Context: an optimization exercise on an open-source flow, tuned for small area, a short achievable clock period and few clock cycles. The choices shown serve that exercise and are no tape-out recipe.
At most, simulation tests tie the RTL to the original design; equivalence was not proved.
For runs 1 and 2, only the layout was checked, not whether the RTL still works.
Power and IR drop assume default switching activity.

==> design.v <==
module oac_core (
    input  wire        clk,
    input  wire        rst,           
    input  wire [31:0] stack_init,    
    output reg         mem_req,
    output reg         mem_we,
    output reg  [6:0]  mem_addr,
    output wire [31:0] mem_wdata,
    input  wire        mem_ready,
    input  wire [31:0] mem_rdata,
    output wire        halted,
    output wire        faulted,
    output reg  [2:0]  fault_kind,
    output wire [31:0] fault_value,
    output wire [31:0] fault_addr,
    input  wire [3:0]  dbg_idx,
    output wire [31:0] dbg_data
);
    localparam [2:0] K_OOB = 3'd2, K_OVERFLOW = 3'd3, K_UNDERFLOW = 3'd4, K_BADREG = 3'd5;
    localparam [3:0] S_F    = 4'd0,  S_O1   = 4'd1,  S_O2   = 4'd2,  S_O3   = 4'd3;
    localparam [3:0] S_SAVE = 4'd4,  S_M1   = 4'd5,  S_MRD  = 4'd6,  S_MWR  = 4'd7;
    localparam [3:0] S_PUSH = 4'd8,  S_POP1 = 4'd9,  S_POP2 = 4'd10, S_FV   = 4'd11;
    localparam [3:0] S_EXW  = 4'd12, S_FIX  = 4'd13, S_HALT = 4'd14, S_FAULT = 4'd15;
    localparam [1:0] X_NONE = 2'd0, X_ALU = 2'd1, X_INC8 = 2'd2, X_DEC8 = 2'd3;
    reg [3:0]  state;
    reg [31:0] r0, r1, r2, r3, fl, sb, st;
    reg [31:0] t;
    reg [7:0]  pc;          
    reg        tk;          
    reg [6:0]  a;           
    reg [6:0]  m7;          
    reg [4:0]  opc;         
    reg        c_sub, c_mov, c_inc;    
    reg [3:0]  ridx;        
    reg [1:0]  exk;         
    reg        ffetch;      
    reg [1:0]  fph;         
    reg        fvinc;       
    reg        rst_q;       
    reg        rph;         
    wire [31:0] w = mem_rdata;
    wire is_rr   = (opc == 5'd1) | (opc == 5'd5) | (opc == 5'd9);
    wire is_mr   = (opc == 5'd2) | (opc == 5'd6) | (opc == 5'd10);
    wire is_rm   = (opc == 5'd3) | (opc == 5'd7);
    wire is_mrm  = (opc == 5'd11);
    wire is_jmp  = (opc == 5'd14);
    wire is_jzn  = (opc == 5'd15) | (opc == 5'd16);
    wire is_jc   = (opc >= 5'd17) & (opc <= 5'd20);
    wire is_call = (opc == 5'd21);
    wire w_bad    = (w[31:4] != 28'd0) | (w[3] & (w[2:0] != 3'd0));
    wire w_oob    = (w[31:7] != 25'd0);
    wire w_hi0    = (w[31:5] == 27'd0);
    wire w_valid  = w_hi0 & (w[4:0] != 5'd0) & (w[4:0] <= 5'd22);
    wire w_mr     = (w[4:0] == 5'd2) | (w[4:0] == 5'd6) | (w[4:0] == 5'd10);
    wire w_ret    = (w[4:0] == 5'd22);
    wire w_is4    = (w[3:0] == 4'd4);
    wire [7:0] pcx = tk ? t[7:0] : pc;                   
    wire pc_oob   = tk ? (t[31:7] != 25'd0) : pc[7];
    wire st_oob   = (st[31:7] != 25'd0);
    wire p_ok     = (&st) | (~st_oob & ~(&st[6:0]));    
    wire [7:0] pc1 = pcx + 8'd1;
    wire [7:0] pc2 = pc + 8'd2;
    wire jcond = (opc[0] ? fl[0] : fl[1]);               
    wire vf    = (state == S_O1) & is_jzn & ~pc[7] & ~jcond;
    wire fetch = (state == S_F) | vf;
    wire        hlt = (state == S_HALT);
    assign dbg_data = pv;
    wire        fpc = (state == S_FAULT) & fph[1];     
    wire [1:0]  k = (state == S_FAULT) ? 2'd0 : c_inc ? 2'd1 : is_jc ? 2'd3 : 2'd2;
    wire [7:0]  pc_stmt = {1'b0, a} + {6'd0, k};        
    reg  [31:0] pv;
    always @(*) begin
        case (hlt ? dbg_idx : ridx)
            4'd0: pv = r0;
            4'd1: pv = r1;
            4'd2: pv = r2;
            4'd3: pv = r3;
            4'd4: pv = {24'd0, (fpc | hlt) ? pc : pc_stmt};
            4'd5: pv = hlt ? t : {27'd0, opc};
            4'd6: pv = fl;
            4'd7: pv = sb;
            default: pv = st;
        endcase
    end
    assign fault_value = t;
    assign fault_addr  = sb;
    reg zp, ip, iq, cin;
    reg [1:0] qs;              
    wire [31:0] alu_p = zp ? 32'd0 : (pv ^ {32{ip}});
    wire [31:0] alu_q = (qs == 2'd1) ? t : (qs == 2'd2) ? w : (qs == 2'd3) ? stack_init : 32'd0;
    wire [31:0] alu_b = alu_q ^ {32{iq}};
    wire [31:0] res   = alu_p + alu_b + {31'd0, cin};
    wire        res_z = cin ? (~(alu_p ^ alu_b) == {alu_p[30:0] & alu_b[30:0], 1'b0})
                            : ( (alu_p ^ alu_b) == {alu_p[30:0] | alu_b[30:0], 1'b0});
    wire        res_n = res[31];
    wire        lt    = res_n ^ ((pv[31] ^ t[31]) & (res_n ^ pv[31]));    
    wire taken = (opc == 5'd17) ?  res_z :
                 (opc == 5'd18) ? ~res_z :
                 (opc == 5'd19) ? (~res_z & ~res_n) : res_n;
    reg        fault_now;
    reg        fv_st;         
    reg [2:0]  fk_now;
    always @(*) begin
        mem_req  = 1'b0;
        mem_we   = 1'b0;
        mem_addr = pcx[6:0];
        fault_now = 1'b0;
        fk_now   = K_OOB;
        fv_st    = 1'b0;
        zp = 1'b0; ip = 1'b0; iq = 1'b0; cin = 1'b0; qs = 2'd0;
        case (state)
            S_F: begin
                if (pc_oob) fault_now = 1'b1; else mem_req = 1'b1;
                case (exk)
                    X_ALU:  begin                      
                        zp = c_mov;
                        qs = c_inc ? 2'd0 : 2'd1;
                        iq = c_sub; cin = c_sub | c_inc;
                    end
                    X_INC8: cin = 1'b1;                
                    X_DEC8: iq = 1'b1;
                    default: ;
                endcase
            end
            S_O1: begin
                if (vf) begin
                    mem_addr = pc1[6:0];
                    if (pc1[7]) fault_now = 1'b1; else mem_req = 1'b1;
                end else begin
                    if (pc[7]) fault_now = 1'b1; else mem_req = 1'b1;
                end
            end
            S_O2: begin                                
                if (pc[7]) fault_now = 1'b1; else mem_req = 1'b1;
            end
            S_O3: begin                                
                if (pc[7]) fault_now = 1'b1; else mem_req = 1'b1;
                qs = 2'd1; ip = 1'b1; cin = 1'b1;
            end
            S_SAVE: begin
                mem_we = 1'b1; mem_addr = st[6:0]; fv_st = 1'b1;
                if (st_oob) fault_now = 1'b1; else mem_req = 1'b1;
            end
            S_M1: begin                                
                if (pc[7]) fault_now = 1'b1; else mem_req = 1'b1;
            end
            S_MRD: begin                               
                mem_addr = m7; mem_req = 1'b1;
                qs = 2'd2; ip = c_sub; cin = c_sub;
            end
            S_MWR: begin
                mem_addr = m7; mem_req = 1'b1; mem_we = 1'b1;
            end
            S_PUSH: begin
                mem_we = 1'b1; mem_addr = st[6:0]; fv_st = 1'b1;
                if (st[31]) begin
                    fault_now = 1'b1; fk_now = K_OVERFLOW;
                end else if (st_oob) fault_now = 1'b1;
                else mem_req = 1'b1;
            end
            S_POP1: ;                                  
            S_POP2: begin
                mem_addr = st[6:0] + 7'd1;
                mem_req = p_ok;
                qs = 2'd1; iq = 1'b1; cin = 1'b1;
            end
            S_FV: cin = (fault_kind == K_OOB);         
            S_EXW: begin
                zp = c_mov;
                qs = c_inc ? 2'd0 : 2'd1;
                iq = c_sub; cin = c_sub | c_inc;
            end
            S_FIX: begin
                zp = 1'b1; qs = 2'd1; cin = 1'b1;      
            end
            S_FAULT: begin
                if (fph[1]) cin = fvinc;               
                else begin                             
                    zp = ffetch; qs = {1'b0, ffetch};
                end
            end
            default: ;
        endcase
        if (rst_q) begin                               
            zp = 1'b1; ip = 1'b0; iq = 1'b0; cin = 1'b0;
            qs = rph ? 2'd3 : 2'd0;
        end
    end
    assign mem_wdata = (state == S_MWR) ? t : {24'd0, pc};
    assign halted  = (state == S_HALT);
    assign faulted = (state == S_FAULT) & (fph == 2'd0);
    wire done = mem_req & mem_ready;
    reg        we;           
    reg [3:0]  widx;
    reg        setf;         
    always @(*) begin
        we = 1'b0; widx = ridx; setf = 1'b0;
        case (state)
            S_F: case (exk)
                X_ALU:  begin we = 1'b1; setf = ~c_mov; end
                X_INC8, X_DEC8: we = 1'b1;             
                default: ;
            endcase
            S_EXW: setf = ~c_mov;
            S_O3:  if (done) setf = 1'b1;
            S_MRD: if (done & is_rm) setf = 1'b1;
            S_FAULT: if (fph == 2'd1) begin we = 1'b1; widx = 4'd7; end
            default: ;
        endcase
    end
    wire clr = rst_q & ~rph;
    wire ld  = rst_q & rph;
    wire wr  = we & ~rst_q;
    always @(posedge clk) begin
        rst_q <= rst;
        rph   <= rst & ~rph;
        if ((wr & (widx == 4'd0)) | clr) r0 <= res;
        if ((wr & (widx == 4'd1)) | clr) r1 <= res;
        if ((wr & (widx == 4'd2)) | clr) r2 <= res;
        if ((wr & (widx == 4'd3)) | clr) r3 <= res;
        if ((wr & (widx == 4'd7)) | ld)  sb <= res;
        if ((wr & (widx == 4'd8)) | ld)  st <= res;
        if ((wr & (widx == 4'd6)) | clr) fl <= res;
        else if (setf & ~rst_q)          fl <= {fl[31:2], res_n, res_z};
    end
    always @(posedge clk) begin
        if (rst) begin
            state <= S_F;
            pc    <= 8'd0;
            tk    <= 1'b0;
            exk   <= X_NONE;
        end else begin
            if (state == S_F) exk <= X_NONE;
            if (fetch) a <= vf ? pc1[6:0] : pcx[6:0];
            if (fault_now) begin
                state      <= S_FAULT;
                fault_kind <= fk_now;
                ffetch     <= fetch;
                fvinc      <= vf;
                if ((state == S_F) & tk) begin         
                    fph  <= 2'd1; ridx <= 4'd4;
                end else begin
                    fph  <= 2'd2; ridx <= fv_st ? 4'd8 : 4'd4;
                end
            end else if (fetch) begin
                if (done) begin
                    t     <= w;
                    opc   <= w[4:0];
                    c_sub <= w_hi0 & (w[4:0] >= 5'd5) & (w[4:0] <= 5'd8);
                    c_mov <= w_hi0 & (w[4:0] >= 5'd9) & (w[4:0] <= 5'd12);
                    c_inc <= w_hi0 & (w[4:0] == 5'd13);
                    tk    <= 1'b0;
                    if (w_ret) ridx <= 4'd7;
                    if (~w_valid) begin
                        state <= S_HALT;
                        pc    <= vf ? pc1 : pcx;
                    end else begin
                        pc    <= vf ? pc2 : pc1;
                        state <= w_ret ? S_POP1 : w_mr ? S_SAVE : S_O1;
                    end
                end else if (vf) begin
                    state <= S_F;                      
                    pc    <= pc1;
                end
            end else begin
                case (state)
                    S_O1: if (done) begin
                        ridx <= w[3:0];
                        t    <= w;
                        if ((is_rr | is_rm | is_mrm | is_jc | c_inc) & w_bad) begin
                            state <= S_FAULT; fault_kind <= K_BADREG; ffetch <= 1'b0;
                            fph <= 2'd1; ridx <= 4'd4;
                        end else if (is_jmp | is_jzn) begin
                            tk <= 1'b1; state <= S_F;
                        end else if (c_inc) begin
                            if (w_is4) state <= S_EXW;
                            else begin
                                pc <= pc1; state <= S_F; exk <= X_ALU;
                            end
                        end else begin
                            pc <= pc1;
                            state <= (is_rm | is_mrm) ? S_SAVE :
                                     is_call ? S_PUSH : S_O2;
                        end
                    end
                    S_O2: if (done) begin
                        ridx <= w[3:0];
                        if (is_rr | is_jc) t <= res;
                        if (w_bad) begin
                            t <= w;
                            state <= S_FAULT; fault_kind <= K_BADREG; ffetch <= 1'b0;
                            fph <= 2'd1; ridx <= 4'd4;
                        end else if (is_jc) begin
                            pc <= pc1; state <= S_O3;
                        end else if (w_is4) begin
                            state <= S_EXW;
                        end else begin
                            pc <= pc1; state <= S_F; exk <= X_ALU;
                        end
                    end
                    S_O3: if (done) begin
                        t     <= w;
                        tk    <= taken;
                        pc    <= pc1;
                        state <= S_F;
                    end
                    S_SAVE: if (done) state <= S_M1;
                    S_M1: if (done) begin
                        m7 <= w[6:0];
                        t  <= (is_mrm & ~w_oob) ? res : w;
                        if (w_oob) begin
                            state <= S_FAULT; fault_kind <= K_OOB; ffetch <= 1'b0;
                            fph <= 2'd1; ridx <= 4'd4;
                        end else if (is_mr) begin
                            pc <= pc1; state <= S_MRD;
                        end else
                            state <= is_rm ? S_MRD : S_MWR;
                    end
                    S_MRD: if (done) begin
                        t     <= is_rm ? res : w;
                        state <= is_rm ? S_MWR : S_O2;
                    end
                    S_MWR: if (done) begin
                        if (m7 == st[6:0]) state <= S_FIX;    
                        else begin
                            pc <= pc1; state <= S_F;
                        end
                    end
                    S_PUSH: if (done) begin                   
                        tk    <= 1'b1;
                        exk   <= X_DEC8; ridx <= 4'd8;
                        state <= S_F;
                    end
                    S_POP1: begin
                        t     <= res;
                        ridx  <= 4'd8;
                        state <= S_POP2;
                    end
                    S_POP2: begin
                        if (done) begin
                            t   <= w;
                            tk  <= 1'b1;
                            exk <= X_INC8;
                        end
                        if (~lt) begin
                            state <= S_FV; fault_kind <= K_UNDERFLOW;
                        end else if (~p_ok) begin
                            state <= S_FV; fault_kind <= K_OOB;
                        end else if (done)
                            state <= S_F;
                    end
                    S_FV: begin
                        t <= res; state <= S_FAULT; ffetch <= 1'b0;
                        fph <= 2'd1; ridx <= 4'd4;
                    end
                    S_EXW: begin
                        t <= res; state <= S_FIX;
                    end
                    S_FIX: begin
                        t     <= res;
                        tk    <= 1'b1;
                        state <= S_F;
                    end
                    S_FAULT: begin
                        if (fph == 2'd2) begin
                            t <= res; ridx <= 4'd4;
                        end
                        if (fph != 2'd0) fph <= fph - 2'd1;
                    end
                    default: ;
                endcase
            end
        end
    end
endmodule
==> flow/run.sh <==
#!/bin/bash
# Standard layout, with plain buf_1 cells as the port buffers (ORFS otherwise
# picks clkdlybuf4s50_1, a slow delay cell). Each ORFS step keeps its own log
# under orfs/logs; make's output goes to flow_make.log.
set -euo pipefail
bash standard.sh "BUFFER_PORTS_ARGS=-buffer_cell sky130_fd_sc_hd__buf_1" finish > flow_make.log 2>&1
==> standard.sh <==
#!/bin/bash
# synth_recipe.tcl (not shown) runs the flow's synth.tcl, then flattens the netlist and writes it again
# the make line also repeats each setting of config.mk as NAME=value (left out here)
make -C /OpenROAD-flow-scripts/flow DESIGN_CONFIG=/design/flow/config.mk WORK_HOME=/design/flow/orfs CLKGATE_MAP_FILE= SYNTH_SCRIPT=/design/flow/synth_recipe.tcl "${@:-finish}"
==> config.mk <==
export PLATFORM = sky130hd
export DESIGN_NAME = oac_core
export DESIGN_NICKNAME = oac_core
export VERILOG_FILES = /design/flow/design.v
export SDC_FILE = /design/flow/constraint.sdc
export NUM_CORES = 4
export LEC_CHECK = 0
export CAP_MARGIN = 20
export CORE_MARGIN = 2
export CORE_UTILIZATION = 40
export SETUP_SLACK_MARGIN = 5
export SLEW_MARGIN = 20
==> constraint.sdc <==
create_clock -name core_clock -period 12.0 [get_ports {clk}]
set_input_delay 2.4000 -clock core_clock [delete_from_list [all_inputs] [get_ports {clk}]]
set_output_delay 2.4000 -clock core_clock [all_outputs]
set_load 0.01 [all_outputs]
==> results of run 1 <==
## worst max-delay path by stage
stage	end	from
floorplan	fault_kind[0]	dbg_idx[0]
global placement	fault_kind[0]	dbg_idx[1]
detailed placement	fault_kind[0]	dbg_idx[1]
CTS	fault_kind[1]	dbg_idx[1]
global route	fault_kind[0]	dbg_idx[1]
finish	dbg_data[20]	dbg_idx[1]
## kinds of logic after synthesis
group                      count (synthesis)
and+or+nand+nor                          621
AOI/OAI and AO/OA                        548
muxes                                     63
DFF                                      306
buffers and inverters                    284
xor gates and xnor gates                 155
adders and majority gates                110
## state kept, by name (all words and copies together), names as in the netlist, 2 cells and up
name	cells
opc	5
fph	2
t	32
exk	2
pc	8
st	32
r0	32
sb	32
fault_kind	3
m7	7
r1	32
state	4
r2	32
fl	32
ridx	4
a	7
r3	32
## report_power, final
| part | switching, mW | leakage (nW) | internal, mW |
|---|---|---|---|
| clock network | 0.474 | 0.616 | 0.739 |
| registers | 0.351 | 2.92 | 1.82 |
| logic | 2.59 | 5.19 | 1.36 |
| total | 3.41 | 8.72 | 3.93 |
## through the flow
step           instance area (um^2)  utilization (%)  total power [mW]  hold WS [ps]
2_1_floorplan                 20700                -              4.41           416
3_3_place_gp                  22400             43.7              5.84           448
3_5_place_dp                  22400             43.7              5.87           456
4_1_cts                       23800             46.4              7.12           469
5_1_grt                       24200             47.4              7.69           504
6_report                      24200             47.4              7.34           479
## cells in the final DEF (no fill, tap or decap), types with 9 or more instances in the layout
| cell | n |
|---|---|
| a211oi_1 | 19 |
| a21oi_1 | 90 |
| a221o_1 | 9 |
| a221oi_1 | 36 |
| a222oi_1 | 27 |
| a22oi_1 | 98 |
| a31oi_1 | 20 |
| and2_1 | 71 |
| and3_1 | 12 |
| buf_1 | 207 |
| buf_4 | 57 |
| clkbuf_16 | 41 |
| clkinv_1 | 10 |
| dfxtp_1 | 17 |
| edfxtp_1 | 289 |
| fa_1 | 30 |
| ha_1 | 63 |
| ha_4 | 10 |
| inv_1 | 144 |
| mux2i_1 | 53 |
| nand2_1 | 175 |
| nand2b_1 | 15 |
| nand3_1 | 63 |
| nand4_1 | 19 |
| nor2_1 | 94 |
| nor2b_1 | 29 |
| nor3_1 | 30 |
| nor4_1 | 32 |
| o211ai_1 | 12 |
| o21a_1 | 13 |
| o21ai_0 | 90 |
| o22ai_1 | 44 |
| or3_1 | 14 |
| xnor2_1 | 90 |
| xor2_1 | 61 |
## area by class of cell
class                   instances  share of cell area, %
inverters                     149                   2.33
multi-input cells            1497                   45.6
repair buffers                281                   6.08
clock buffers                  40                   3.86
flip-flops and latches        306                   37.2
clock inverters                25                   1.42
well taps                     680                   3.51
## timing repair
action / in CTS / in global routing
gates resized for setup: 22 / 73
cloned: 0 / 4
pin swaps: 2 / 10
setup buffers: 1 / 9
endpoints found under the setup margin: 34 / 74
## routing by layer
layer | wire length (um) | global-route usage, % | share of wire [%] | vias to the layer above
li1 | - | - | - | 8122
met1 | 33200 | 39.8 | 39 | 9247
met2 | 39500 | 50.7 | 47 | 1133
met3 | 8690 | 6.37 | 10 | 202
met4 | 3470 | 10.7 | 4.1 | 4
met5 | 26 | 0 | 0.031 | -
## critical path: stages
cell and delay, ps:
buf_2 150, or4_4 560, mux2i_4 210, buf_6 160, clkbuf_16 200, a222oi_1 110
nand3_1 110, o21ai_0 240, inv_1 170, buf_1 170
==> flow_metrics.tcl, run 1 <==
set metrics [dict create \
    finalSetupViolations 0 \
    rows 83 \
    syn2layout_area_growth_pct 17.5 \
    port_buffers 212 \
    synthTopCellsByCount "edfxtp_1, nand2_1, inv_1" \
    place_inst 2899 \
    critPathArrivalTime_ps 4490 \
    hold_path_depth 1 \
    r2r-start "state[3]" \
    clkSinkCount 306 \
    drt_iter0_markers 2385 \
    ctsHoldBuffers 0 \
    rsz0062_at_grt "no" \
    grt_pass1_vias 18000 \
    start_util_pct 40.3 \
    slew_viol_final 0 \
    criticalPathCategory "primary input to output pin" \
    multi_input_area_mm2 0.0111 \
    synth_area_mm2 0.0206 \
    synth_compound_area_share_pct 18.3 \
    required_ps 9600 \
    timing.rr.end "fault_kind[1]" \
    grt_overflow 0 \
    ant_nets 0 \
    dp_hpwl_um 59200 \
    yosysMostFrequentCell "edfxtp_1" \
    vias 18700 \
    fin_cells 2978 \
    nets 2449 \
    ys_warn_count 1 \
    gp_congestion 0.968 \
    ys_ff_latch 306 \
    syn_inst 2087 \
    cts_tree "built" \
    yosys.area.top_type "edfxtp_1" \
    hold_violations 0 \
    synth.mux.area_fraction_pct 3.10 \
    numCtsBuffers 36 \
    max_slew_margin_pct 24.4 \
    drive_gt1_share_pct 10.0 \
    die_h_um 231 \
    grt_max_degree 45 \
    fin_skew_ps 16.5 \
    reg2reg_slack_ps 5400 \
    hp-class "register to register" \
    pre_cts_ws_ps 4100 \
    clock_latency_ps 570 \
    setup_ws_ps 5110 \
    power_density_mw_per_mm2 303 \
    wl_um 84900 \
    cp_max_fo 15 \
    synth-edff-count 289 \
    yosys.area_share.xor_xnor_pct 6.58 \
    clk_pin_slew_ps 60 \
    grt_first_pass_wirelength_um 121000 \
    track_usage_pct 30.6 \
    synth.top_cell.area_share_pct 42.1 \
    clock_path_buffers 3 \
    die_width_um 231 \
    min_to "rph" \
    root_buffer "clkbuf_16" \
    tns_ps 0 \
    reg2reg_depth 26 \
    finalCritPeriodShare_pct 57.4 \
    synth_adder_area_share_pct 7.80 \
    p_leak_nw 8.72 \
    synth_ff_type "edfxtp_1" \
    final-seq-area_mm2 0.00902 \
    synthArstFlopShare_pct 0 \
    synth.distinct_cells 79 \
    antenna_cells 0 \
    first_pass_iters 6 \
    syn_nets 2265 \
    syn_area_per_cell_um2 9.89 \
    fp.dieArea_mm2 0.0534 \
    routed_via_density 6.28 \
    period_needed_ps 6890 \
    status "no timing/DRC/antenna violations" \
    synth_top_family_by_area "compound AO/OA/AOI/OAI gates" \
    tightest_slew_ps 1120 \
    critPathLaunchType "primary input" \
    synthTopCellsByArea "edfxtp_1, ha_1, xnor2_1" \
    fmax_mhz 145 \
    ys_seq_area_share_pct 43.7 \
    drc 0 \
    end_kind "output pin" \
    antenna_found_initial 3 \
    io-pin-count 213 \
    cap_violations 0 \
    hold_start "rph" \
    htree_num_levels 2 \
    num-fill-cells 4840 \
    max-vdd-ir-drop_mv 0.134 \
    wl_per_cell_um 28.5 \
    synth-simple-area-share_pct 15.3 \
    core-area_mm2 0.0512 \
]
==> run 2, diff against run 1 <==
--- a/design.v
+++ b/design.v
@@ -90,8 +90,7 @@
     wire [31:0] alu_q = (qs == 2'd1) ? t : (qs == 2'd2) ? w : (qs == 2'd3) ? stack_init : 32'd0;
     wire [31:0] alu_b = alu_q ^ {32{iq}};
     wire [31:0] res   = alu_p + alu_b + {31'd0, cin};
-    wire        res_z = cin ? (~(alu_p ^ alu_b) == {alu_p[30:0] & alu_b[30:0], 1'b0})
-                            : ( (alu_p ^ alu_b) == {alu_p[30:0] | alu_b[30:0], 1'b0});
+    wire        res_z = (res == 32'd0);
     wire        res_n = res[31];
     wire        lt    = res_n ^ ((pv[31] ^ t[31]) & (res_n ^ pv[31]));    
     wire taken = (opc == 5'd17) ?  res_z :
==> run 2 against run 1 <==
Net effect: critical endpoint is now tk; non-clock buffer count is 27 higher; sequential cell count stayed put; sequential power hardly changed; wire length is 0.11% higher; synthesized cell count is 5.2% lower; largest power group unchanged; area after synthesis is 6.0% lower; power is 0.62% lower.
==> flow_metrics.tcl, run 2 <==
set metrics [dict create \
    ys_ff_latch 306 \
    final-seq-area_mm2 0.00902 \
    clock_path_buffers 3 \
    ys_seq_area_share_pct 46.5 \
    finalSetupViolations 0 \
    die_h_um 224 \
    synth_ff_type "edfxtp_1" \
    root_buffer "clkbuf_16" \
    dr_wl_met2_um 39500 \
    ant_nets 0 \
    tns_ps 0 \
    slowest_delay_ps 590 \
    drive_gt1_share_pct 12.7 \
    multi_input_area_mm2 0.0103 \
    rows 80 \
    synth-simple-area-share_pct 16.8 \
    fin_cells 2823 \
    grt_overflow 0 \
    dp_hpwl_um 60100 \
    synth_area_mm2 0.0194 \
    synthArstFlopShare_pct 0 \
    fp.dieArea_mm2 0.0503 \
    yosys.area_share.xor_xnor_pct 5.41 \
    synth_compound_area_share_pct 21.4 \
    synthTopCellsByArea "edfxtp_1, xnor2_1, nor2_1" \
    yosysMostFrequentCell "edfxtp_1" \
    worst_path_max_delay_cell "a222oi_1" \
    synthTopCellsByCount "edfxtp_1, nor2_1, nand2_1" \
    layout_common_cells "edfxtp_1, buf_1, nor2_1" \
    slew_viol_final 0 \
    antenna_found_initial 2 \
    htree_num_levels 2 \
    criticalPathCategory "primary input to register" \
    fmax_mhz 138 \
    synth_top_family_by_area "compound AO/OA/AOI/OAI gates" \
    syn_inst 1979 \
    crit_top_cell "buf_12" \
    ctsHoldBuffers 0 \
    drt_iter0_markers 2660 \
    first_pass_iters 13 \
    wl_um 85000 \
    finalCritPeriodShare_pct 60.4 \
    critPathArrivalTime_ps 7720 \
    syn2layout_area_growth_pct 19.5 \
    nets 2300 \
    cap_violations 0 \
    clk_pin_slew_ps 60 \
    place_inst 2719 \
    wl_met1_um 33100 \
    ys_warn_count 1 \
    placedInstanceArea_mm2 0.0210 \
    drc 0 \
    io-pin-count 213 \
    synth.distinct_cells 87 \
    crit_family "compound AO/OA/AOI/OAI gates" \
    max-vdd-ir-drop_mv 0.180 \
    final_area_mm2 0.0232 \
    p_leak_nw 8.26 \
    start_util_pct 40.5 \
    syn_area_per_cell_um2 9.80 \
    clock_latency_ps 590 \
    cts_tree "built" \
    port_buffers 212 \
    hold_violations 0 \
    crit_buf_inv 3 \
    timing.hold.ws_ps 508 \
    track_usage_pct 33.1 \
    die_width_um 224 \
    grt_pass1_vias 17700 \
    syn_nets 2096 \
    core-area_mm2 0.0478 \
    antenna_cells 0 \
    numCtsBuffers 36 \
    num-fill-cells 4503 \
    wl_met3_um 7460 \
    clkSinkCount 306 \
    synth_adder_area_share_pct 3.29 \
    total_power_mw 7.29 \
    critPathLaunchType "primary input" \
    power_density_mw_per_mm2 315 \
    synth-edff-count 289 \
    period_needed_ps 7240 \
    synth.mux.area_fraction_pct 2.85 \
    mostFrequentLayoutCell "edfxtp_1" \
    status "no timing/DRC/antenna violations" \
    vias 18800 \
    end_kind "register" \
    pre_cts_ws_ps 3360 \
    synth.top_cell.area_share_pct 44.7 \
    required_ps 12480 \
    grt_first_pass_wirelength_um 123000 \
    setup_ws_ps 4760 \
    routed.top_layer "met5" \
    max_slew_margin_pct 22.2 \
    routed_via_density 6.64 \
    tightest_slew_ps 1160 \
    cp_max_fo 7 \
    path_cells "buf_12 > nor3b_2 > a31oi_1 > buf_4 > nor2_4 > buf_12 > a222oi_1 > a31oi_2 > xnor2_1 > nor2_1 > ha_4 > a2111o_1 > o211a_1 > o31ai_4 > o21ai_4 > a221oi_2 > xnor3_4 > or4_1 > or4_4 > nand4bb_1 > o211ai_1" \
    rsz0062_at_grt "yes" \
    grt_max_degree 64 \
    fin_util_pct 48.4 \
    wl_per_cell_um 30.1 \
    yosys.area.top_type "edfxtp_1" \
    fin_skew_ps 43.7 \
    hp-class "register to register" \
    gp_congestion 1.01 \
]
==> run 2: changes by cell type after synthesis, moves of 24 or more <==
cell | before | now
a21oi_1 | 93 | 138
a222oi_1 | 27 | 61
and2_1 | 73 | 22
and3_1 | 12 | 40
fa_1 | 32 | 3
ha_1 | 75 | 43
inv_1 | 146 | 40
nand2_1 | 178 | 154
nor2_1 | 103 | 205
xor2_1 | 63 | 28
==> run 2: worst register-to-register path, stage by stage (launching register included) <==
cell	delay (ps)
dfxtp_1	310
buf_4	350
nand4b_4	530
inv_2	550
mux2i_4	320
buf_12	240
mux2i_1	230
nor2_1	50
a21oi_1	180
nor2_1	70
a21oi_1	170
a31oi_2	150
xnor2_1	170
nor2_1	190
ha_1	330
and2_2	240
a221oi_4	420
a211oi_4	150
or3_4	410
xnor2_1	400
nand4_1	230
or4_1	530
or4_4	480
nand4bb_1	200
o211ai_1	90
==> run 2: timing repair <==
action	in CTS	in global routing
setup buffers	27	9
cloned	5	0
pin swaps	23	30
setup endpoints to repair	97	19
gates resized for setup	97	35
==> run 2: area by class of cell <==
cell class | count | area share, %
inverter | 45 | 0.729
timing repair buffer | 308 | 7.53
multi-input combinational | 1486 | 44.7
clock inverter | 17 | 0.788
sequential | 306 | 38.9
tap | 615 | 3.32
clock buffer | 46 | 4.05
==> run 2: worst paths after layout <==
kind / startpoint / endpoint / slack, ps / cells after the start
setup / recovery: dbg_idx[1] / tk / 4760 / 21
hold / removal: rph / rph / 510 / 1
setup reg to reg: state[1] / tk / 4900 / 24
hold reg to reg: rph / rph / 510 / 1
==> run 2: layer usage <==
layer | vias to the layer above | track usage, %
met5 | - | 0
met4 | 4 | 17.3
met3 | 220 | 4.97
met2 | 1212 | 53.5
met1 | 9253 | 43.1
li1 | 8063 | -
==> run 2: power by group <==
group	leakage, nW	total, mW	switching (mW)	internal, mW
Clock	0.537	1.08	0.472	0.604
Combinational	4.80	4.05	2.69	1.36
Sequential	2.92	2.17	0.361	1.81
==> run 2: cells by family (layout without fill, tap and decap cells) <==
kind of cell / Yosys count / in the layout
AOI/OAI and AO/OA: 597 / 597
xor gates and xnor gates: 118 / 118
adders and majority gates: 50 / 50
buffers and inverters: 188 / 416
DFF: 306 / 306
muxes: 54 / 55
and+or+nand+nor: 666 / 666
==> run 3, diff against run 2 <==
--- a/design.v
+++ b/design.v
@@ -63,20 +63,33 @@
     wire jcond = (opc[0] ? fl[0] : fl[1]);               
     wire vf    = (state == S_O1) & is_jzn & ~pc[7] & ~jcond;
     wire fetch = (state == S_F) | vf;
-    wire        hlt = (state == S_HALT);
-    assign dbg_data = pv;
+    reg  [31:0] dbg_r;
+    always @(*) begin
+        case (dbg_idx)
+            4'd0: dbg_r = r0;
+            4'd1: dbg_r = r1;
+            4'd2: dbg_r = r2;
+            4'd3: dbg_r = r3;
+            4'd4: dbg_r = {24'd0, pc};
+            4'd5: dbg_r = t;
+            4'd6: dbg_r = fl;
+            4'd7: dbg_r = sb;
+            default: dbg_r = st;
+        endcase
+    end
+    assign dbg_data = dbg_r;
     wire        fpc = (state == S_FAULT) & fph[1];     
     wire [1:0]  k = (state == S_FAULT) ? 2'd0 : c_inc ? 2'd1 : is_jc ? 2'd3 : 2'd2;
     wire [7:0]  pc_stmt = {1'b0, a} + {6'd0, k};        
     reg  [31:0] pv;
     always @(*) begin
-        case (hlt ? dbg_idx : ridx)
+        case (ridx)
             4'd0: pv = r0;
             4'd1: pv = r1;
             4'd2: pv = r2;
             4'd3: pv = r3;
-            4'd4: pv = {24'd0, (fpc | hlt) ? pc : pc_stmt};
-            4'd5: pv = hlt ? t : {27'd0, opc};
+            4'd4: pv = {24'd0, (fpc) ? pc : pc_stmt};
+            4'd5: pv = {27'd0, opc};
             4'd6: pv = fl;
             4'd7: pv = sb;
             default: pv = st;
==> run 3 against run 2 <==
Net effect: utilization is 1.9 points lower; highest routed layer unchanged; global-route usage rose by 1.1 points; sequential cell count unchanged; clock power is 7% higher; register-to-register slack better by 330 ps; largest power group unchanged; wire length up 11%; design area is 2.5% higher; die area up 6.2%; combinational power fell by 8.4%.
==> flow_metrics.tcl, run 3 <==
set metrics [dict create \
    status "no timing/DRC/antenna violations" \
    routed_via_density 6.72 \
    start_util_pct 40.4 \
    yosys.area.top_type "edfxtp_1" \
    die_width_um 231 \
    reg2reg_slack_ps 5230 \
    gp_congestion 1.02 \
    fin_skew_ps 21.5 \
    critPathLaunchType "primary input" \
    ys_warn_count 1 \
    drt_iter0_markers 2844 \
    clock_latency_ps 590 \
    fin_cells 3008 \
    fp.dieArea_mm2 0.0534 \
    grt_max_degree 56 \
    grt_first_pass_wirelength_um 133000 \
    ys_ff_latch 306 \
    syn_area_per_cell_um2 9.71 \
    io-pin-count 213 \
    finalSetupViolations 0 \
    clk_pin_slew_ps 50 \
    required_ps 9600 \
    wl_um 94600 \
    finalCritPeriodShare_pct 58.0 \
    cp_max_fo 28 \
    dp_hpwl_um 64900 \
    end_kind "output pin" \
    mostFrequentLayoutCell "edfxtp_1" \
    ant_nets 0 \
    critPathArrivalTime_ps 4560 \
    hp-class "register to register" \
    place_inst 2932 \
    layout_common_cells "edfxtp_1, buf_1, nand2_1" \
    p_leak_nw 8.42 \
    track_usage_pct 34.2 \
    syn_nets 2240 \
    syn2layout_area_growth_pct 15.2 \
    numCtsBuffers 39 \
    vias 20200 \
    synth.top_cell.area_share_pct 42.1 \
    root_buffer "clkbuf_16" \
    synth.distinct_cells 82 \
    rsz0062_at_grt "yes" \
    num-fill-cells 4939 \
    slew_viol_final 0 \
    first_pass_iters 9 \
    synth_ff_type "edfxtp_1" \
    core-area_mm2 0.0511 \
    tns_ps 0 \
    timing.rr.end "tk" \
    antenna_cells 0 \
    clock_path_buffers 3 \
    htree_num_levels 2 \
    hold_violations 0 \
    wl_per_cell_um 31.4 \
    port_buffers 212 \
    die_h_um 231 \
    antenna_found_initial 1 \
    max-vdd-ir-drop_mv 0.163 \
    clkSinkCount 306 \
    grt_pass1_vias 19000 \
    cap_violations 0 \
    nets 2415 \
    yosysMostFrequentCell "edfxtp_1" \
    r2r-start "ridx[3]" \
    endpoint "dbg_data[8]" \
    max_slew_margin_pct 18.5 \
    cts_tree "built" \
    ctsHoldBuffers 0 \
    rows 83 \
    synth_area_mm2 0.0206 \
    criticalPathCategory "primary input to output pin" \
    setup.worst_path.start "dbg_idx[1]" \
    reg2reg_depth 23 \
    synthTopCellsByCount "edfxtp_1, nand2_1, nor2_1" \
    synth-edff-count 289 \
    drc 0 \
    fmax_mhz 144 \
    synthArstFlopShare_pct 0 \
    period_needed_ps 6960 \
    synthTopCellsByArea "edfxtp_1, a22oi_1, xnor2_1" \
    drive_gt1_share_pct 10.6 \
    grt_overflow 0 \
    power_density_mw_per_mm2 302 \
    ys_seq_area_share_pct 43.7 \
    syn_inst 2123 \
    tightest_slew_ps 1210 \
]
-- run 3: cells by family (layout without fill, tap and decap cells) --
group | after synthesis | after routing | share of synthesized area [%]
buffers and inverters | 203 | 407 | 3.83
flip-flops | 306 | 306 | 43.7
AND/OR/NAND/NOR | 666 | 667 | 15.6
XOR/XNOR | 125 | 125 | 5.31
multiplexers | 112 | 112 | 5.74
AO/OA/AOI/OAI | 663 | 663 | 22.8
adder cells (fa/ha/maj) | 48 | 48 | 3.00
-- run 3: stage by stage --
step | setup WS, ps | cell area [um^2] | util [%] | hold slack, ps | power [mW]
global route | 4980 | 23700 | 46.5 | 452 | 7.42
detailed placement | 4640 | 22300 | 43.7 | 429 | 5.85
floorplan | 5030 | 20600 | - | 398 | 4.27
global placement | 4780 | 22300 | 43.7 | 415 | 5.84
finish | 5040 | 23700 | 46.5 | 449 | 7.17
CTS | 5030 | 23600 | 46.2 | 439 | 7.03
-- run 3: worst max-delay path, cell delays in order --
cell and delay, ps:
buf_1 70, buf_4 350, nand2b_1 300, nor2_2 750, a222oi_1 210, nand3_1 140
mux2_2 170, buf_1 150
-- run 3: repair_timing --
item / CTS / global route
gates resized for setup: 6 / 24
cloned: 0 / 1
setup endpoints to repair: 30 / 34
pin swaps: 0 / 2
setup buffers: 2 / 1
-- run 3: cell type report --
| type | instances | area, um^2 | share of cell area [%] |
|---|---|---|---|
| clock buffers | 50 | 1020 | 4.28 |
| clock inverters | 21 | 213 | 0.896 |
| inverters | 45 | 169 | 0.711 |
| multi-input cells | 1615 | 11100 | 46.6 |
| flip-flops and latches | 306 | 9020 | 38.0 |
| well taps | 680 | 851 | 3.58 |
| repair buffers | 291 | 1420 | 5.99 |
-- run 3: worst min path at each step --
stage,startpoint,endpoint,slack (ps),depth (start not counted)
4_1_cts,rph,rph,440,1
2_1_floorplan,rph,rph,400,1
3_5_place_dp,rph,rph,430,1
3_3_place_gp,rph,rph,410,1
5_1_grt,rph,rph,450,1
6_report,rph,rph,450,1
-- run 3: report_power, final --
| part | switching (mW) | leakage, nW | internal, mW |
|---|---|---|---|
| Sequential | 0.454 | 2.93 | 1.85 |
| Clock | 0.504 | 0.595 | 0.652 |
| Combinational | 2.56 | 4.89 | 1.15 |
| Total | 3.51 | 8.42 | 3.66 |
-- run 3: layer usage --
metal | global-route usage (%) | vias to the layer above | share of wire, %
li1 | - | 8662 | -
met1 | 42.0 | 9851 | 37
met2 | 54.3 | 1375 | 45
met3 | 5.93 | 309 | 9.4
met4 | 24.9 | 2 | 8.1
met5 | 0 | - | 0.021
Testbench counts of run 3, summed over its fixed seeds: cycles 40,193.
==> run 4, diff against run 3 <==
==> flow/run.sh (replaced) <==
#!/bin/bash
# Standard layout, with plain buf_1 cells as the port buffers (ORFS otherwise
# picks clkdlybuf4s50_1, a slow delay cell), and timing repair aiming at a setup slack of 6 ns. Each ORFS step keeps its
# own log under orfs/logs; make's output goes to flow_make.log.
set -euo pipefail
bash standard.sh "BUFFER_PORTS_ARGS=-buffer_cell sky130_fd_sc_hd__buf_1" "SETUP_SLACK_MARGIN=6" finish > flow_make.log 2>&1
--- a/config.mk
+++ b/config.mk
@@ -8,5 +8,8 @@
 export CAP_MARGIN = 20
 export CORE_MARGIN = 2
 export CORE_UTILIZATION = 40
+export CTS_BUF_LIST = sky130_fd_sc_hd__clkbuf_8
+export CTS_CLUSTER_SIZE = 20
 export SETUP_SLACK_MARGIN = 5
 export SLEW_MARGIN = 20
+export TNS_END_PERCENT = 0
==> run 4 against run 3 <==
Net effect: via count grew 3.2%; first-iteration DRC count grew 12%; still clean on timing, DRC and antenna; highest routed layer is now met4; clock power shrank 8%.
==> flow_metrics.tcl, run 4 <==
set metrics [dict create \
    status "no timing/DRC/antenna violations" \
    ctsHoldBuffers 0 \
    clock_latency_ps 710 \
    root_buffer "clkbuf_8" \
    synth-edff-count 289 \
    antenna_found_initial 2 \
    p_leak_nw 9.06 \
    clkSinkCount 306 \
    dp_hpwl_um 64800 \
    path_cells "buf_8 > buf_12 > buf_12 > nor4_4 > buf_4 > buf_6 > buf_12 > a22oi_1 > nand3_1 > mux2_2 > buf_1" \
    grt_first_pass_wirelength_um 138000 \
    start_util_pct 40.4 \
    grt_util_met2_pct 57.1 \
    power_density_mw_per_mm2 291 \
    numCtsBuffers 55 \
    synth_area_mm2 0.0206 \
    fin_skew_ps 44.3 \
    fp.dieArea_mm2 0.0534 \
    core-area_mm2 0.0511 \
    slowest_delay_ps 240 \
    synth.distinct_cells 82 \
    synth_compound_area_share_pct 22.8 \
    syn_inst 2123 \
    num-fill-cells 4846 \
    cts_tree "built" \
    cap_violations 0 \
    synth_adder_area_share_pct 3.00 \
    synth.top_cell.area_share_pct 42.1 \
    busiest_layer "met2" \
    synthTopCellsByCount "edfxtp_1, nand2_1, nor2_1" \
    critPathArrivalTime_ps 4030 \
    wl_um 98000 \
    cp_max_fo 6 \
    clk_pin_slew_ps 50 \
    slew_viol_final 0 \
    hp-class "register to register" \
    nets 2475 \
    synthTopCellsByArea "edfxtp_1, a22oi_1, xnor2_1" \
    synthArstFlopShare_pct 0 \
    routed_via_density 6.76 \
    finalSetupViolations 0 \
    syn_nets 2240 \
    die_width_um 231 \
    layout_common_cells "edfxtp_1, buf_1, nand2_1" \
    ant_nets 0 \
    finalCritPeriodShare_pct 53.6 \
    first_pass_iters 8 \
    grt_pass1_vias 19500 \
    track_usage_pct 35.4 \
    required_ps 9600 \
    max_slew_margin_pct 19.5 \
    ys_warn_count 1 \
    gp_congestion 1.03 \
    worst_path_max_delay_cell "nor4_4" \
    synth-simple-area-share_pct 15.6 \
    die_h_um 231 \
    fin_cells 3084 \
    yosys.area.top_type "edfxtp_1" \
    fmax_mhz 156 \
    critPathLaunchType "primary input" \
    pre_cts_ws_ps 4700 \
    grt_overflow 0 \
    vias 20800 \
    yosysMostFrequentCell "edfxtp_1" \
    clock_path_buffers 3 \
    yosys.area_share.xor_xnor_pct 5.31 \
    drive_gt1_share_pct 14.5 \
    ys_seq_area_share_pct 43.7 \
    hold_violations 0 \
    place_inst 2932 \
    synth.mux.area_fraction_pct 5.74 \
    port_buffers 212 \
    syn2layout_area_growth_pct 20.1 \
    crit_top_cell "buf_12" \
    wl_per_cell_um 31.8 \
    rows 83 \
    fin_util_pct 48.5 \
    mostFrequentLayoutCell "edfxtp_1" \
    met1_usage_pct 44.2 \
    rsz0062_at_grt "yes" \
    period_needed_ps 6430 \
    synth_ff_type "edfxtp_1" \
    htree_num_levels 2 \
    syn_area_per_cell_um2 9.71 \
    groute.layer.met3.usage_pct 6.83 \
    tightest_slew_ps 1200 \
    ys_ff_latch 306 \
    synth_top_family_by_area "compound AO/OA/AOI/OAI gates" \
    drc 0 \
    max-vdd-ir-drop_mv 0.115 \
    drt_iter0_markers 3177 \
    grt_max_degree 57 \
    end_kind "output pin" \
    setup_ws_ps 5570 \
    io-pin-count 213 \
    tns_ps 0 \
    criticalPathCategory "primary input to output pin" \
]
run 4: cell type report:
cell class	instances	area [um^2]	area share [%]
antenna	1	2.50	0.0101
clock buffer	56	771	3.11
clock inverter	46	378	1.53
inverter	45	169	0.682
multi-input combinational	1615	11300	45.7
sequential	306	9020	36.4
tap	680	851	3.44
timing repair buffer	335	2250	9.10
run 4: per-layer routing:
metal | wire length, um | share of wire, %
met1 | 36000 | 37
met4 | 6670 | 6.8
met3 | 10100 | 10
met5 | 0 | 0
met2 | 45200 | 46
run 4: logic make-up (layout without fill, tap and decap cells):
logic type | after synthesis | in the layout
AO/OA/AOI/OAI | 663 | 663
XOR/XNOR | 125 | 125
adder cells (fa/ha/maj) | 48 | 48
buffers and inverters | 203 | 482
flip-flops | 306 | 306
multiplexers | 112 | 112
other | 0 | 1
AND/OR/NAND/NOR | 666 | 667
run 4: worst max-delay path: cells and delay by family:
| family | cells | cell delay [ps] |
|---|---|---|
| and+or+nand+nor | 2 | 330 |
| buffers and inverters | 7 | 1000 |
| muxes | 1 | 180 |
| AOI/OAI and AO/OA | 1 | 90 |
run 4: power by group:
group          switching, mW  internal [mW]  total, mW
registers              0.460           1.85       2.31
clock network          0.499          0.571       1.07
logic                   2.60           1.23       3.83
run 4: path summary, 6_finish.rpt:
kind / from / to / slack, ps / cells past startpoint
worst max-delay path: dbg_idx[2] / dbg_data[30] / 5570 / 11
worst min-delay path: rph / rph / 450 / 1
worst max register to register: opc[1] / tk / 5630 / 24
worst min register to register: rph / rph / 450 / 1
run 4: what timing repair did:
action | 4_1_cts | 5_1_grt
setup buffers | 11 | 23
endpoints found under the setup margin | 103 | 139
cloned | 10 | 5
gates resized for setup | 95 | 61
pin swaps | 23 | 23
run 4: per-stage QoR:
step                      hold slack [ps]  area, um^2  total power, mW
after global placement                414       22300             5.84
final                                 448       24800             7.21
after detailed placement              420       22300             5.86
after CTS                             436       24200             7.00
after global routing                  484       24800             7.47
after floorplan                       398       20600             4.27
==> run 5, diff against run 4 <==
--- a/config.mk
+++ b/config.mk
@@ -5,6 +5,7 @@
 export SDC_FILE = /design/flow/constraint.sdc
 export NUM_CORES = 4
 export LEC_CHECK = 0
+export ABC_AREA = 1
 export CAP_MARGIN = 20
 export CORE_MARGIN = 2
 export CORE_UTILIZATION = 40
==> run 5 against run 4 <==
Net effect: count of clock-buffer cells in the layout grew 2; sequential share of layout area shrank 2.1 points; largest cell class unchanged; first-iteration DRC count grew 7.2%; combinational power grew 22%; still clean on timing, DRC and antenna; synthesized cell count grew 38%; die area grew 7.7%; critical path type unchanged; sequential cell count is the same; highest routed layer is now met5; non-clock buffer count shrank 29; largest power group unchanged.
==> flow_metrics.tcl, run 5 <==
set metrics [dict create \
    synth.distinct_cells 63 \
    cap_violations 0 \
    p_leak_nw 11.0 \
    crit_cells 11 \
    reg2reg_slack_ps 5850 \
    grt_pass1_vias 22100 \
    die_width_um 240 \
    syn_area_per_cell_um2 7.59 \
    grt_overflow 0 \
    vias 24000 \
    drive_gt1_share_pct 11.8 \
    gp_congestion 1.00 \
    clk_pin_slew_ps 60 \
    status "no timing/DRC/antenna violations" \
    setup.worst_path.start "dbg_idx[3]" \
    ys_seq_area_share_pct 40.6 \
    synthTopCellsByArea "edfxtp_1, nand2_1, inv_1" \
    antenna_found_initial 2 \
    syn2layout_area_growth_pct 18.4 \
    slowest_delay_ps 230 \
    hold_start "fph[0]" \
    worst_path_max_delay_cell "buf_2" \
    first_pass_iters 8 \
    ant_nets 0 \
    drt_iter0_markers 3406 \
    critPathArrivalTime_ps 3950 \
    tightest_slew_ps 1120 \
    grt_max_degree 64 \
    io-pin-count 213 \
    groute.layer.met3.usage_pct 11.2 \
    grt_util_met2_pct 51.1 \
    crit_buf_inv 6 \
    routed_via_density 6.03 \
    fin_cells 3979 \
    grt_first_pass_wirelength_um 151000 \
    max_slew_margin_pct 24.9 \
    finalSetupViolations 0 \
    hp-class "register to register" \
    num-fill-cells 5478 \
    synth_ff_type "edfxtp_1" \
    nets 3297 \
    htree_num_levels 2 \
    cp_max_fo 6 \
    wl_um 108000 \
    rsz0062_at_grt "yes" \
    drc 0 \
    wl_per_cell_um 27.1 \
    slew_viol_final 0 \
    max-vdd-ir-drop_mv 0.179 \
    final-seq-area_mm2 0.00902 \
    reg2reg_depth 33 \
    ys_ff_latch 306 \
    fmax_mhz 158 \
    layout_common_cells "nand2_1, inv_1, nor2_1" \
    port_buffers 212 \
    numCtsBuffers 57 \
    timing.rr.end "tk" \
    synthTopCellsByCount "nand2_1, inv_1, nor2_1" \
    mostFrequentLayoutCell "nand2_1" \
    ys_warn_count 1 \
    endpoint "dbg_data[11]" \
    place_inst 3808 \
    clkSinkCount 306 \
    met1_usage_pct 52.8 \
    syn_inst 2930 \
    r2r-start "opc[1]" \
    timing.hold.ws_ps 654 \
    yosys.area.top_type "edfxtp_1" \
    root_buffer "clkbuf_8" \
    core-area_mm2 0.0550 \
    critPathLaunchType "primary input" \
    synthArstFlopShare_pct 0 \
    fin_util_pct 47.9 \
    fin_skew_ps 51.4 \
    busiest_layer "met1" \
    yosysMostFrequentCell "nand2_1" \
    rows 86 \
    hold_violations 0 \
    die_h_um 240 \
    synth-edff-count 289 \
    cts_tree "built" \
    synth_area_mm2 0.0222 \
    power_density_mw_per_mm2 303 \
    crit_family "buffers and inverters" \
    fp.dieArea_mm2 0.0575 \
    period_needed_ps 6350 \
    end_kind "output pin" \
    synth.top_cell.area_share_pct 39.0 \
    multi_input_area_mm2 0.0115 \
    track_usage_pct 36.4 \
    start_util_pct 40.4 \
    criticalPathCategory "primary input to output pin" \
    finalCritPeriodShare_pct 52.9 \
    ctsHoldBuffers 0 \
    clock_path_buffers 3 \
    required_ps 9600 \
    tns_ps 0 \
    clock_latency_ps 710 \
    path_cells "buf_16 > nor2_4 > buf_12 > buf_6 > nand3_4 > buf_12 > buf_6 > o22ai_2 > nor2_1 > o211ai_1 > buf_2" \
    dp_hpwl_um 80600 \
    syn_nets 3047 \
]
[run 5: area by class of cell]
type	count	share of cell area, %
multi-input cells	2007	43.6
well taps	748	3.56
flip-flops and latches	306	34.3
clock inverters	50	1.07
repair buffers	306	7.12
clock buffers	58	3.03
inverters	500	7.24
repair inverters	2	0.0618
diodes	2	0.0190
[run 5: report_power, final]
group / switching [mW] / total, mW / internal, mW
sequential: 0.378 / 2.30 / 1.92
clock: 0.509 / 1.01 / 0.498
combinational: 3.45 / 4.67 / 1.22
[run 5: worst reg2reg max path: cells and delay by family (launching register included)]
family,cells,cell delay (ps)
buffers and inverters,2,120
adder cells (fa/ha/maj),3,990
flip-flops,1,440
AO/OA/AOI/OAI,6,910
XOR/XNOR,2,770
AND/OR/NAND/NOR,20,2790
[run 5: layer usage]
layer  share of wire, %  up-vias  wire, um
met3                 13      216     13800
met1                 43    11600     46600
li1                   -    10600         -
met2                 41     1556     43700
met4                3.3        4      3570
met5              0.020        -        22
[run 5: metrics by stage]
stage          setup slack [ps]  instance area [um^2]  total power [mW]
2_1_floorplan              5960                 22200              4.73
3_3_place_gp               4190                 23800              6.47
3_5_place_dp               4130                 23800              6.51
4_1_cts                    5710                 25900              7.61
5_1_grt                    5650                 26300              8.34
6_report                   5650                 26300              7.97
[run 5: logic make-up (layout without fill, tap and decap cells)]
logic type      count (synthesis)  count (layout)  share of synthesized area [%]
flops                         306             306                           40.6
other cells                     0               2                              0
simple gates                 1145            1145                           22.2
fa+ha+maj                      46              46                           2.69
xor+xnor                       67              67                           2.64
buf+inv                       617             916                           10.8
compound gates                749             749                           21.1
[run 5: worst min path at each step]
stage	end	slack, ps	depth (start not counted)
2_1_floorplan	pc[0]	570	4
3_3_place_gp	fph[0]	600	1
3_5_place_dp	fph[0]	630	1
4_1_cts	fph[0]	640	1
5_1_grt	fph[0]	650	1
6_report	fph[0]	650	1
[run 5: what timing repair did]
action / in CTS / in global routing
gates cloned: 7 / 0
buffers inserted: 43 / 11
pin swaps: 16 / 24
gates resized for setup: 108 / 74
setup endpoints to repair: 166 / 122
==> run 6, diff against run 5 <==
==> config.mk (replaced) <==
export PLATFORM = sky130hd
export DESIGN_NAME = oac_core
export DESIGN_NICKNAME = oac_core
export VERILOG_FILES = /design/flow/design.v
export SDC_FILE = /design/flow/constraint.sdc
export NUM_CORES = 4
export LEC_CHECK = 0
export CAP_MARGIN = 20
export CORE_MARGIN = 2
export CORE_UTILIZATION = 40
export SETUP_SLACK_MARGIN = 5
export SLEW_MARGIN = 20
export TNS_END_PERCENT = 0
==> run 6 against run 5 <==
Net effect: first-iteration DRC count down 13%; still clean on timing, DRC and antenna; critical endpoint is now dbg_data[25]; sequential power about the same; largest power group unchanged; power down 7.5%; worst hold slack worse by 210 ps; area after synthesis down 7.2%; setup slack worse by 130 ps.
==> flow_metrics.tcl, run 6 <==
set metrics [dict create \
    tightest_slew_ps 1220 \
    rsz0062_at_grt "yes" \
    wl_per_cell_um 32.1 \
    yosysMostFrequentCell "edfxtp_1" \
    vias 20800 \
    synthArstFlopShare_pct 0 \
    clkSinkCount 306 \
    fmax_mhz 155 \
    timing.hold.ws_ps 448 \
    syn2layout_area_growth_pct 20.9 \
    clock_path_buffers 3 \
    ant_nets 0 \
    tns_ps 0 \
    routed_via_density 6.80 \
    synth-simple-area-share_pct 15.6 \
    finalSetupViolations 0 \
    port_buffers 212 \
    synth.mux.area_fraction_pct 5.74 \
    drc 0 \
    synth_ff_type "edfxtp_1" \
    worst_path_max_delay_cell "nor2_4" \
    slowest_delay_ps 240 \
    crit_buf_inv 5 \
    clk_pin_slew_ps 50 \
    critPathLaunchType "primary input" \
    status "no timing/DRC/antenna violations" \
    ys_warn_count 1 \
    start_util_pct 40.4 \
    synth.distinct_cells 82 \
    total_power_mw 7.38 \
    grt_overflow 0 \
    die_width_um 231 \
    switching_share_pct 48.3 \
    drive_gt1_share_pct 14.2 \
    p_leak_nw 9.03 \
    rows 83 \
    synthTopCellsByCount "edfxtp_1, nand2_1, nor2_1" \
    criticalPathCategory "primary input to output pin" \
    crit_family "buffers and inverters" \
    power_frac_clock_pct 16.7 \
    syn_area_per_cell_um2 9.71 \
    required_ps 9600 \
    crit_top_cell "buf_12" \
    synth_adder_area_share_pct 3.00 \
    ctsHoldBuffers 0 \
    io-pin-count 213 \
    synth-edff-count 289 \
    synth_top_family_by_area "compound AO/OA/AOI/OAI gates" \
    clock_latency_ps 590 \
    synth.top_cell.area_share_pct 42.1 \
    grt_pass1_vias 19500 \
    power_density_mw_per_mm2 296 \
    max_slew_margin_pct 18.5 \
    core-area_mm2 0.0511 \
    cap_violations 0 \
    slew_viol_final 0 \
    mostFrequentLayoutCell "edfxtp_1" \
    hp-class "register to register" \
    grt_first_pass_wirelength_um 138000 \
    gp_congestion 1.03 \
    period_needed_ps 6470 \
    internal_power_mw 3.81 \
    wl_um 98000 \
    cts_tree "built" \
    synth_compound_area_share_pct 22.8 \
    nets 2464 \
    fp.dieArea_mm2 0.0534 \
    fin_cells 3057 \
    ys_seq_area_share_pct 43.7 \
    max-vdd-ir-drop_mv 0.145 \
    synth_area_mm2 0.0206 \
    dp_hpwl_um 64800 \
    switchingPower_mw 3.56 \
    cp_max_fo 13 \
    syn_inst 2123 \
    end_kind "output pin" \
    antenna_found_initial 3 \
    power_frac_seq_pct 31.2 \
    finalCritPeriodShare_pct 53.9 \
    num-fill-cells 4818 \
    syn_nets 2240 \
    ys_ff_latch 306 \
    grt_max_degree 57 \
    drt_iter0_markers 2978 \
    numCtsBuffers 37 \
    fin_skew_ps 19.3 \
    p_comb_share_pct 52.1 \
    root_buffer "clkbuf_16" \
    yosys.area.top_type "edfxtp_1" \
    die_h_um 231 \
    place_inst 2932 \
    track_usage_pct 35.6 \
    htree_num_levels 2 \
    path_cells "clkbuf_16 > buf_12 > nand2b_4 > buf_4 > nor2_4 > buf_12 > a22oi_1 > nand2_1 > nor3_1 > a21oi_1 > buf_2" \
    hold_violations 0 \
    layout_common_cells "edfxtp_1, buf_1, nand2_1" \
    yosys.area_share.xor_xnor_pct 5.31 \
    fin_util_pct 48.8 \
    first_pass_iters 10 \
    synthTopCellsByArea "edfxtp_1, a22oi_1, xnor2_1" \
    critPathArrivalTime_ps 4070 \
]
## run 6: changes by cell type after synthesis, moves of 74 or more
cell     change
nor2_1     -157
inv_1      -426
xnor2_1     +78
nand2_1    -359
o21ai_0    -145
a22oi_1    +125
o22ai_1     -74
## run 6: cell families (layout without fill, tap and decap cells)
family | after synthesis | count (layout)
buf+inv | 203 | 453
mux | 112 | 112
fa+ha+maj | 48 | 48
xor+xnor | 125 | 125
other cells | 0 | 2
compound gates | 663 | 663
flops | 306 | 306
simple gates | 666 | 668
## run 6: final timing paths
kind	from	endpoint	slack (ps)	cells past startpoint
max	dbg_idx[3]	dbg_data[25]	5530	11
min	rph	rph	450	1
max reg2reg	opc[1]	tk	5700	24
min reg2reg	rph	rph	450	1
## run 6: stage by stage
step | setup slack (ps) | area [um^2]
after floorplan | 5360 | 20600
after global placement | 4780 | 22300
after detailed placement | 4700 | 22300
after CTS | 5650 | 24600
after global routing | 5520 | 24900
final | 5530 | 24900
## run 6: metal layers
metal	global-route usage [%]	vias up	wire length (um)
met5	0	-	27
met4	23.5	4	7370
met3	6.32	369	9700
met2	56.6	1499	44700
met1	44.4	10100	36200
li1	-	8767	-
## run 6: cell type report
type | instances | area, um^2 | area share (%)
repair buffers | 341 | 2300 | 9.24
multi-input cells | 1616 | 11300 | 45.3
inverters | 45 | 169 | 0.677
well taps | 680 | 851 | 3.41
flip-flops and latches | 306 | 9020 | 36.2
clock buffers | 43 | 948 | 3.80
diodes | 2 | 5.00 | 0.0201
clock inverters | 24 | 348 | 1.39
## run 6: repair_timing
action	4_1_cts	5_1_grt
pin swaps	18	16
resized for setup	107	28
setup endpoints to repair	109	155
cloned	11	3
buffers inserted	29	13
## run 6: power groups by stage
stage          Combinational (mW)  Clock, mW  Sequential, mW
6_report                     3.84       1.23            2.30
5_1_grt                      4.04       1.27            2.33
4_1_cts                      3.66       1.23            2.29
3_5_place_dp                 3.55          0            2.30
3_3_place_gp                 3.55          0            2.30
2_1_floorplan                2.15          0            2.12
==> run 7, diff against run 6 <==
==> flow/run.sh (replaced) <==
#!/bin/bash
# Standard layout, with plain buf_1 cells as the port buffers (ORFS otherwise
# picks clkdlybuf4s50_1, a slow delay cell), and timing repair aiming at a setup slack of 8 ns. Each ORFS step keeps its
# own log under orfs/logs; make's output goes to flow_make.log.
set -euo pipefail
bash standard.sh "BUFFER_PORTS_ARGS=-buffer_cell sky130_fd_sc_hd__buf_1" "SETUP_SLACK_MARGIN=8" finish > flow_make.log 2>&1
--- a/config.mk
+++ b/config.mk
@@ -8,6 +8,8 @@
 export CAP_MARGIN = 20
 export CORE_MARGIN = 2
 export CORE_UTILIZATION = 40
+export CTS_BUF_LIST = sky130_fd_sc_hd__clkbuf_8
+export CTS_CLUSTER_SIZE = 20
 export SETUP_SLACK_MARGIN = 5
 export SLEW_MARGIN = 20
 export TNS_END_PERCENT = 0
==> run 7 against run 6 <==
Net effect: still clean on timing, DRC and antenna; power decreased by 3.8%; setup slack improved by 72 ps; sequential share of layout area is 0.86 points higher; first-iteration DRC count rose by 7.4%; clock skew up 13 ps; utilization decreased by 1.1 points; highest routed layer is now met4.
==> flow_metrics.tcl, run 7 <==
set metrics [dict create \
    status "no timing/DRC/antenna violations" \
    hp-class "register to register" \
    numCtsBuffers 55 \
    min_to "rph" \
    clkSinkCount 306 \
    rows 83 \
    switchingPower_mw 3.54 \
    hold_path_depth 1 \
    power_frac_seq_pct 32.8 \
    period_needed_ps 6400 \
    syn_area_per_cell_um2 9.71 \
    routed_via_density 6.77 \
    layout_common_cells "edfxtp_1, buf_1, nand2_1" \
    die_width_um 231 \
    hold_start "rph" \
    gp_congestion 1.05 \
    cp_max_fo 19 \
    port_buffers 212 \
    root_buffer "clkbuf_8" \
    first_pass_iters 10 \
    track_usage_pct 34.7 \
    switching_share_pct 49.8 \
    grt_overflow 0 \
    fin_skew_ps 32.7 \
    synthTopCellsByArea "edfxtp_1, a22oi_1, xnor2_1" \
    synth_area_mm2 0.0206 \
    cts_tree "built" \
    clock_path_buffers 3 \
    wl_per_cell_um 31.1 \
    tightest_slew_ps 1160 \
    p_leak_nw 8.82 \
    mostFrequentLayoutCell "edfxtp_1" \
    drc 0 \
    end_kind "output pin" \
    ant_nets 0 \
    max_slew_margin_pct 22.3 \
    vias 20800 \
    synthArstFlopShare_pct 0 \
    syn_nets 2240 \
    cap_violations 0 \
    antenna_cells 0 \
    synthTopCellsByCount "edfxtp_1, nand2_1, nor2_1" \
    required_ps 9600 \
    dp_hpwl_um 64800 \
    io-pin-count 213 \
    reg2reg_depth 27 \
    finalSetupViolations 0 \
    num-fill-cells 4877 \
    synth.distinct_cells 82 \
    wl_um 95500 \
    r2r-start "opc[0]" \
    clock_latency_ps 700 \
    synth_ff_type "edfxtp_1" \
    internal_power_mw 3.56 \
    antenna_found_initial 2 \
    final_area_mm2 0.0244 \
    multi_input_area_mm2 0.0112 \
    ys_seq_area_share_pct 43.7 \
    power_frac_clock_pct 13.7 \
    yosys.area.top_type "edfxtp_1" \
    htree_num_levels 2 \
    nets 2471 \
    rsz0062_at_grt "yes" \
    grt_pass1_vias 19600 \
    die_h_um 231 \
    placedInstanceArea_mm2 0.0224 \
    reg2reg_slack_ps 5680 \
    max-vdd-ir-drop_mv 0.143 \
    yosysMostFrequentCell "edfxtp_1" \
    ys_ff_latch 306 \
    timing.rr.end "tk" \
    critPathArrivalTime_ps 4000 \
    start_util_pct 40.4 \
    tns_ps 0 \
    hold_violations 0 \
    grt_max_degree 53 \
    synth-edff-count 289 \
    drive_gt1_share_pct 13.5 \
    critPathLaunchType "primary input" \
    criticalPathCategory "primary input to output pin" \
    timing.hold.ws_ps 463 \
    ys_warn_count 1 \
    grt_first_pass_wirelength_um 136000 \
    drt_iter0_markers 3199 \
    clk_pin_slew_ps 60 \
    syn2layout_area_growth_pct 18.1 \
    syn_inst 2123 \
    fp.dieArea_mm2 0.0534 \
    slew_viol_final 0 \
    power_density_mw_per_mm2 291 \
    core-area_mm2 0.0511 \
    final-seq-area_mm2 0.00902 \
    fmax_mhz 156 \
    synth.top_cell.area_share_pct 42.1 \
    finalCritPeriodShare_pct 53.3 \
    p_comb_share_pct 53.4 \
]
-- run 7: how the worst max path moves through the flow --
stage | from | to | slack [ps]
6_report | dbg_idx[1] | dbg_data[11] | 5600
5_1_grt | opc[0] | tk | 5510
4_1_cts | dbg_idx[0] | dbg_data[3] | 5650
3_5_place_dp | mem_rdata[0] | tk | 4800
3_3_place_gp | mem_rdata[0] | tk | 4830
2_1_floorplan | mem_rdata[0] | tk | 5650
-- run 7: layer usage --
metal / track usage (%) / share of wire [%]
met5: 0 / 0
met4: 23.7 / 8.0
met3: 5.17 / 9.8
met2: 55.0 / 45
met1: 43.9 / 37
-- run 7: through the flow --
stage	cells	worst slack, ps	util [%]	power (mW)
finish	3073	5600	47.7	7.10
global route	3073	5510	47.7	7.36
CTS	3059	5650	47.2	6.91
detailed placement	2937	4800	43.9	5.87
global placement	2935	4830	43.8	5.84
floorplan	2123	5650	-	4.27
-- run 7: repair_timing --
action                                  4_1_cts  5_1_grt
gates cloned                                  7        0
hold buffers                                  0        0
pin swaps                                    17       15
gates resized for setup                      81       32
setup buffers                                19       14
endpoints found under the setup margin      393      402
-- run 7: critical path, cell delays in order --
cell and delay (ps):
buf_8 100, buf_12 140, nand2b_1 200, nor3_2 240, buf_6 300, a22oi_1 100
nand3_1 110, mux2_2 220, buf_1 160
-- run 7: kinds of logic (layout without fill, tap and decap cells) --
family	after synthesis	count (layout)	synth area share [%]
AO/OA/AOI/OAI	663	663	22.8
XOR/XNOR	125	125	5.31
adder cells (fa/ha/maj)	48	48	3.00
buffers and inverters	203	473	3.83
flip-flops	306	306	43.7
multiplexers	112	112	5.74
AND/OR/NAND/NOR	666	666	15.6
-- run 7: area by class of cell --
class,count,area share [%]
inverters,45,0.694
flip-flops and latches,306,37.0
repair buffers,332,8.66
well taps,680,3.49
multi-input cells,1614,45.9
clock buffers,56,3.16
clock inverters,40,1.01
-- run 7: power groups by stage --
stage               Clock, mW  Sequential [mW]  Combinational [mW]
floorplan                   0             2.12                2.16
global placement            0             2.31                3.53
detailed placement          0             2.32                3.55
CTS                     0.979             2.30                3.62
global route             1.02             2.35                3.99
finish                  0.975             2.33                3.79

==> afterwards: timing with drivers on the ports <==
The results above use ideal ports. As a check the final layouts listed here were re-extracted and re-timed, cells and wires unchanged.
Step 1 (the two cells are an assumption about what drives the block):
set clk [get_ports {clk}]
set_driving_cell -lib_cell sky130_fd_sc_hd__clkbuf_16 $clk
set_driving_cell -lib_cell sky130_fd_sc_hd__buf_2 [delete_from_list [all_inputs] $clk]
Step 2 times the ports against the registers' clock, not the clock port: input delays grow and output delays shrink by t, the midpoint of the rising clock arrivals with the driver on.
Slacks: no drivers / after step 1 / after step 2; pairs: no drivers / after step 1.
run | t, ns | slack for setup (ns) | worst setup path after step 2 | worst data-port slew with drivers (ns)
run 1 | 0.621 | 5.114 / 5.092 / 4.629 | input to register | 0.07
run 2 | 0.626 | 4.757 / 4.757 / 4.131 | input to register | 0.08
run 3 | 0.639 | 5.040 / 5.017 / 4.821 | input to register | 0.04
run 4 | 0.742 | 5.573 / 5.534 / 4.964 | input to register | 0.06
run 5 | 0.738 | 5.654 / 5.589 / 5.144 | input to register | 0.08
run 6 | 0.637 | 5.528 / 5.486 / 5.054 | input to register | 0.06
run 7 | 0.744 | 5.600 / 5.559 / 5.041 | input to register | 0.06
After both steps setup and hold are still met in every run listed. For run 2, which loses most, drivers alone change the setup slack by 0.000 ns; drivers and shift together by -0.626 ns.
